Source: an optimization exercise on an open RTL-to-GDS flow (aim: small area, a short achievable clock period and few clock cycles per item). Production flows keep margins and buffers that such runs may drop.

Setup of old:
==> flow/design.v <==
module teavault_cipher (
    input  wire         clk,
    input  wire         rst,           
    input  wire         in_valid,
    output wire         in_ready,
    input  wire         in_decrypt,    
    input  wire [127:0] in_key,
    input  wire [63:0]  in_block,
    output wire         out_valid,
    input  wire         out_ready,
    output wire [63:0]  out_block
);
    localparam [31:0] DELTA   = 32'h9E3779B9;
    localparam [31:0] INITSUM = 32'h8DDE6E40;    
    function [31:0] add32(input [31:0] x, input [31:0] y, input ci);
        reg [31:0] g, p, gg, pp, gn, pn;
        integer i, l;
        begin
            g = x & y;
            p = x ^ y;
            gg = g; pp = p;
            gg[0] = g[0] | (p[0] & ci);
            for (l = 0; l < 5; l = l + 1) begin
                gn = gg; pn = pp;
                for (i = 0; i < 32; i = i + 1)
                    if (i[l]) begin
                        gn[i] = gg[i] | (pp[i] & gg[((i >> l) << l) - 1]);
                        pn[i] = pp[i] & pp[((i >> l) << l) - 1];
                    end
                gg = gn; pp = pn;
            end
            add32 = p ^ {gg[30:0], ci};
        end
    endfunction
    function [31:0] add32i(input [31:0] x, input [31:0] y, input inv);
        reg [31:0] g, p, gg, pp, gn, pn;
        integer i, l;
        begin
            g = x & y;
            p = x ^ y;
            gg = g; pp = p;
            for (l = 0; l < 5; l = l + 1) begin
                gn = gg; pn = pp;
                for (i = 0; i < 32; i = i + 1)
                    if (i[l]) begin
                        gn[i] = gg[i] | (pp[i] & gg[((i >> l) << l) - 1]);
                        pn[i] = pp[i] & pp[((i >> l) << l) - 1];
                    end
                gg = gn; pp = pn;
            end
            add32i = (p ^ {32{inv}}) ^ {gg[30:0], 1'b0};
        end
    endfunction
    function [31:0] add32bk(input [31:0] x, input [31:0] y, input ci);
        reg [31:0] g, p, gg, pp;
        integer i, l;
        begin
            g = x & y;
            p = x ^ y;
            gg = g; pp = p;
            gg[0] = g[0] | (p[0] & ci);
            for (l = 0; l < 5; l = l + 1)
                for (i = 0; i < 32; i = i + 1)
                    if (((i + 1) % (2 << l)) == 0) begin
                        gg[i] = gg[i] | (pp[i] & gg[i - (1 << l)]);
                        pp[i] = pp[i] & pp[i - (1 << l)];
                    end
            for (l = 3; l >= 0; l = l - 1)
                for (i = 0; i < 32; i = i + 1)
                    if (((i + 1) % (2 << l)) == (1 << l) && i >= (2 << l)) begin
                        gg[i] = gg[i] | (pp[i] & gg[i - (1 << l)]);
                        pp[i] = pp[i] & pp[i - (1 << l)];
                    end
            add32bk = p ^ {gg[30:0], ci};
        end
    endfunction
    function [31:0] add32sp4(input [31:0] x, input [31:0] y, input ci);
        reg [31:0] g, p;
        reg [31:0] c;   
        reg [31:0] BG, BP, GG, PP, GN, PN;   
        integer i, j, l, nb;
        begin
            g = x & y; p = x ^ y;
            nb = 32 / 4;
            for (i = 0; i < 32 / 4; i = i + 1) begin
                BG[i] = 1'b0; BP[i] = 1'b1;
                for (j = 0; j < 4; j = j + 1) begin
                    BG[i] = g[i*4+j] | (p[i*4+j] & BG[i]);
                    BP[i] = BP[i] & p[i*4+j];
                end
            end
            GG = BG; PP = BP;
            for (l = 0; l < 5; l = l + 1) begin
                GN = GG; PN = PP;
                for (i = 0; i < 32 / 4; i = i + 1)
                    if (i[l]) begin
                        GN[i] = GG[i] | (PP[i] & GG[((i >> l) << l) - 1]);
                        PN[i] = PP[i] & PP[((i >> l) << l) - 1];
                    end
                GG = GN; PP = PN;
            end
            for (i = 0; i < 32 / 4; i = i + 1) begin
                c[i*4] = (i == 0) ? ci : (GG[i-1] | (PP[i-1] & ci));
                for (j = 1; j < 4; j = j + 1)
                    c[i*4+j] = g[i*4+j-1] | (p[i*4+j-1] & c[i*4+j-1]);
            end
            add32sp4 = p ^ c;
        end
    endfunction
    reg        busy;       
    reg        full;       
    reg        ph;         
    reg        last;       
    reg        nz;         
    reg        sub;        
    reg [7:0]  cnt;        
    reg        dec;
    reg [31:0] a, b;       
    reg [31:0] sum;        
    reg [63:0] kp;         
    wire [31:0] ka  = kp[63:32];
    wire [31:0] kb  = kp[31:0];
    wire [31:0] t1, t2, t3;
    tv_add_bk u_t1 (.x(b << 4), .y(ka),  .ci(1'b0), .s(t1));    
    tv_add_bk u_t2 (.x(b),      .y(sum), .ci(1'b0), .s(t2));    
    tv_add_bk u_t3 (.x(b >> 5), .y(kb),  .ci(1'b0), .s(t3));    
    wire [31:0] f   = t1 ^ t2 ^ t3;
    wire [31:0] fz  = f & {32{nz}};                  
    wire [31:0] ax  = a ^ {32{sub}};
    wire [31:0] nb  = add32i(ax, fz, sub);           
    wire [31:0] dd  = {DELTA[31:1] ^ {31{dec}}, 1'b1};    
    assign in_ready  = last;
    assign out_valid = full;
    assign out_block = {a, b};
    always @(posedge clk) begin
        if (dec ^ (busy & ~cnt[0]))
            kp <= in_key[63:0];
        else
            kp <= in_key[127:64];
        if (busy) begin
            a   <= b;
            if (cnt[0])
                sum <= add32bk(sum, dd, 1'b0);
            cnt <= cnt + 8'd1;
            nz  <= (cnt != 8'd127);
            sub <= dec & (cnt != 8'd127);
        end else begin
            if (!full || out_ready)
                a <= (ph ^ in_decrypt) ? in_block[63:32] : in_block[31:0];
            sum <= dec ? INITSUM : DELTA;
            cnt <= 8'd0;
            dec <= in_decrypt;
            nz  <= ph;
            sub <= ph & dec;
        end
        if (!full || out_ready)
            b <= nb;
        if (rst) begin
            busy <= 1'b0;
            full <= 1'b0;
            ph   <= 1'b0;
            last <= 1'b0;
        end else if (busy) begin
            last <= ~last & (cnt == (dec ? 8'd127 : 8'd126));
            if (last) begin
                busy <= 1'b0;
                full <= 1'b1;
            end
        end else if (full) begin
            if (out_ready) begin
                full <= 1'b0;
                ph   <= in_valid;
            end
        end else if (ph) begin
            ph   <= 1'b0;
            busy <= 1'b1;
        end else begin
            ph   <= in_valid;
        end
    end
endmodule
module tv_add_bk (
    input  wire [31:0] x,
    input  wire [31:0] y,
    input  wire        ci,
    output wire [31:0] s
);
    wire [31:0] g0 = x & y;
    wire [31:0] p0 = x ^ y;
    wire [31:0] g [0:9];
    wire [31:0] p [0:9];
    assign g[0] = {g0[31:1], g0[0] | (p0[0] & ci)};
    assign p[0] = p0;
    genvar l, i;
    generate
        for (l = 1; l <= 5; l = l + 1) begin : up
            for (i = 0; i < 32; i = i + 1) begin : b
                if (((i + 1) % (1 << l)) == 0) begin : n
                    assign g[l][i] = g[l-1][i] | (p[l-1][i] & g[l-1][i - (1 << (l-1))]);
                    assign p[l][i] = p[l-1][i] & p[l-1][i - (1 << (l-1))];
                end else begin : w
                    assign g[l][i] = g[l-1][i];
                    assign p[l][i] = p[l-1][i];
                end
            end
        end
        for (l = 6; l <= 9; l = l + 1) begin : dn
            for (i = 0; i < 32; i = i + 1) begin : b
                if ((((i + 1) % (1 << (10 - l))) == (1 << (9 - l))) && (i >= (1 << (10 - l)))) begin : n
                    assign g[l][i] = g[l-1][i] | (p[l-1][i] & g[l-1][i - (1 << (9 - l))]);
                    assign p[l][i] = p[l-1][i] & p[l-1][i - (1 << (9 - l))];
                end else begin : w
                    assign g[l][i] = g[l-1][i];
                    assign p[l][i] = p[l-1][i];
                end
            end
        end
    endgenerate
    assign s = p0 ^ {g[9][30:0], ci};
endmodule
==> flow/config.mk <==
export PLATFORM = sky130hd
export DESIGN_NAME = teavault_cipher
export DESIGN_NICKNAME = teavault_cipher
export VERILOG_FILES = /design/flow/design.v
export SDC_FILE = /design/flow/constraint.sdc
export NUM_CORES = 4
export LEC_CHECK = 0
export ABC_AREA = 1
export CAP_MARGIN = 20
export CORE_MARGIN = 2
export CORE_UTILIZATION = 40
export SLEW_MARGIN = 20
export BUFFER_PORTS_ARGS = -buffer_cell sky130_fd_sc_hd__buf_1
export ADDER_MAP_FILE = 
export SETUP_SLACK_MARGIN = 8
export TNS_END_PERCENT = 0
export CTS_ARGS = -sink_clustering_enable -repair_clock_nets -dont_use_dummy_load
==> flow/constraint.sdc <==
create_clock -name core_clock -period 12.0 [get_ports {clk}]
set_input_delay 2.4000 -clock core_clock [delete_from_list [all_inputs] [get_ports {clk}]]
set_output_delay 2.4000 -clock core_clock [all_outputs]
set_load 0.01 [all_outputs]
standard.sh (not shown) runs the stock make flow with config.mk's settings and CLKGATE_MAP_FILE= SYNTH_SCRIPT=/design/flow/synth_recipe.tcl, a recipe that flattens the netlist after the stock synthesis.
==> flow/flow/run.sh <==
#!/bin/bash
# The standard ORFS layout (standard.sh), with these changes to how the
# layout is made (the SDC and clock period stay the standard flow's):
#  - ports are buffered with buf_1 cells instead of delay buffers;
#  - synthesis does not map adders to the library's fa/ha cells (same
#    synthesis script and registers, the adders are left to ABC);
#  - timing repair aims for more setup slack, on the worst path only.
set -e
cat >> "$FLOW_CONFIG" <<'EOC'
export BUFFER_PORTS_ARGS = -buffer_cell sky130_fd_sc_hd__buf_1
export ADDER_MAP_FILE = 
export SETUP_SLACK_MARGIN = 8
export TNS_END_PERCENT = 0
export CTS_ARGS = -sink_clustering_enable -repair_clock_nets -dont_use_dummy_load
EOC
bash standard.sh > standard.log 2>&1
old completed end to end with timing, DRC and antenna clean.
Changes in new relative to old:
--- a/flow/design.v
+++ b/flow/design.v
@@ -118,15 +118,16 @@
     reg [31:0] a, b;       
     reg [31:0] sum;        
     reg [63:0] kp;         
     wire [31:0] ka  = kp[63:32];
     wire [31:0] kb  = kp[31:0];
-    wire [31:0] t1, t2, t3;
-    tv_add_bk u_t1 (.x(b << 4), .y(ka),  .ci(1'b0), .s(t1));    
-    tv_add_bk u_t2 (.x(b),      .y(sum), .ci(1'b0), .s(t2));    
-    tv_add_bk u_t3 (.x(b >> 5), .y(kb),  .ci(1'b0), .s(t3));    
-    wire [31:0] f   = t1 ^ t2 ^ t3;
+    wire [31:0] c1, c2, c3;
+    tv_carry_bk u_t1 (.x(b << 4), .y(ka),  .c(c1));    
+    tv_carry_bk u_t2 (.x(b),      .y(sum), .c(c2));    
+    tv_carry_bk u_t3 (.x(b >> 5), .y(kb),  .c(c3));    
+    wire [31:0] pf  = ((b << 4) ^ ka) ^ (b ^ sum) ^ ((b >> 5) ^ kb);
+    wire [31:0] f   = pf ^ c1 ^ c2 ^ c3;
     wire [31:0] fz  = f & {32{nz}};                  
     wire [31:0] ax  = a ^ {32{sub}};
     wire [31:0] nb  = add32i(ax, fz, sub);           
     wire [31:0] dd  = {DELTA[31:1] ^ {31{dec}}, 1'b1};    
     assign in_ready  = last;
@@ -177,21 +178,20 @@
         end else begin
             ph   <= in_valid;
         end
     end
 endmodule
-module tv_add_bk (
+module tv_carry_bk (
     input  wire [31:0] x,
     input  wire [31:0] y,
-    input  wire        ci,
-    output wire [31:0] s
+    output wire [31:0] c       
 );
     wire [31:0] g0 = x & y;
     wire [31:0] p0 = x ^ y;
     wire [31:0] g [0:9];
     wire [31:0] p [0:9];
-    assign g[0] = {g0[31:1], g0[0] | (p0[0] & ci)};
+    assign g[0] = g0;
     assign p[0] = p0;
     genvar l, i;
     generate
         for (l = 1; l <= 5; l = l + 1) begin : up
             for (i = 0; i < 32; i = i + 1) begin : b
@@ -214,7 +214,7 @@
                     assign p[l][i] = p[l-1][i];
                 end
             end
         end
     endgenerate
-    assign s = p0 ^ {g[9][30:0], ci};
+    assign c = {g[9][30:0], 1'b0};
 endmodule
Notes after the runs:
- Per the comparison of new with old, placed cell area moved up; share of cell area taken by muxes after synthesis comparable; area after synthesis shows an increase of 3.0%; layout-stage area growth over the synthesis result moved down; number of cells in the finished layout apart from fillers +15.
- Clock-pin transition on the worst setup and hold timing paths: new vs old, no meaningful difference
- Between new and old, it is new whose global-route usage is higher, by 0.17 points.
Function was not checked in any run of this note: the RTL went through the layout flow alone.

port drivers added, routing unchanged:
Ports are ideal in the flow. The routed layouts listed here were re-timed in OpenROAD.
Step 1 (the two cells are an assumption about what drives the block):
set clk [get_ports {clk}]
set_driving_cell -lib_cell sky130_fd_sc_hd__clkbuf_16 $clk
set_driving_cell -lib_cell sky130_fd_sc_hd__buf_2 [delete_from_list [all_inputs] $clk]
Step 2 times the ports against the registers' clock, not the clock port: input delays grow and output delays shrink by t, the midpoint of the rising clock arrivals with the driver on.
Three values: no drivers, after step 1, after step 2; two values: the first two.
run | t, ns | slack for setup (ns) | slew at the worst register clock pin (ns) | pins driven straight from the clock port
old | 0.490 | 8.147 / 8.147 / 8.050 | 0.07 / 0.07 | 1
new | 0.490 | 8.219 / 8.183 / 7.879 | 0.08 / 0.08 | 1
After both steps every run listed still meets setup and hold. The setup slack of new, which loses most, moves by -0.036 ns with the drivers and by -0.340 ns with both steps.
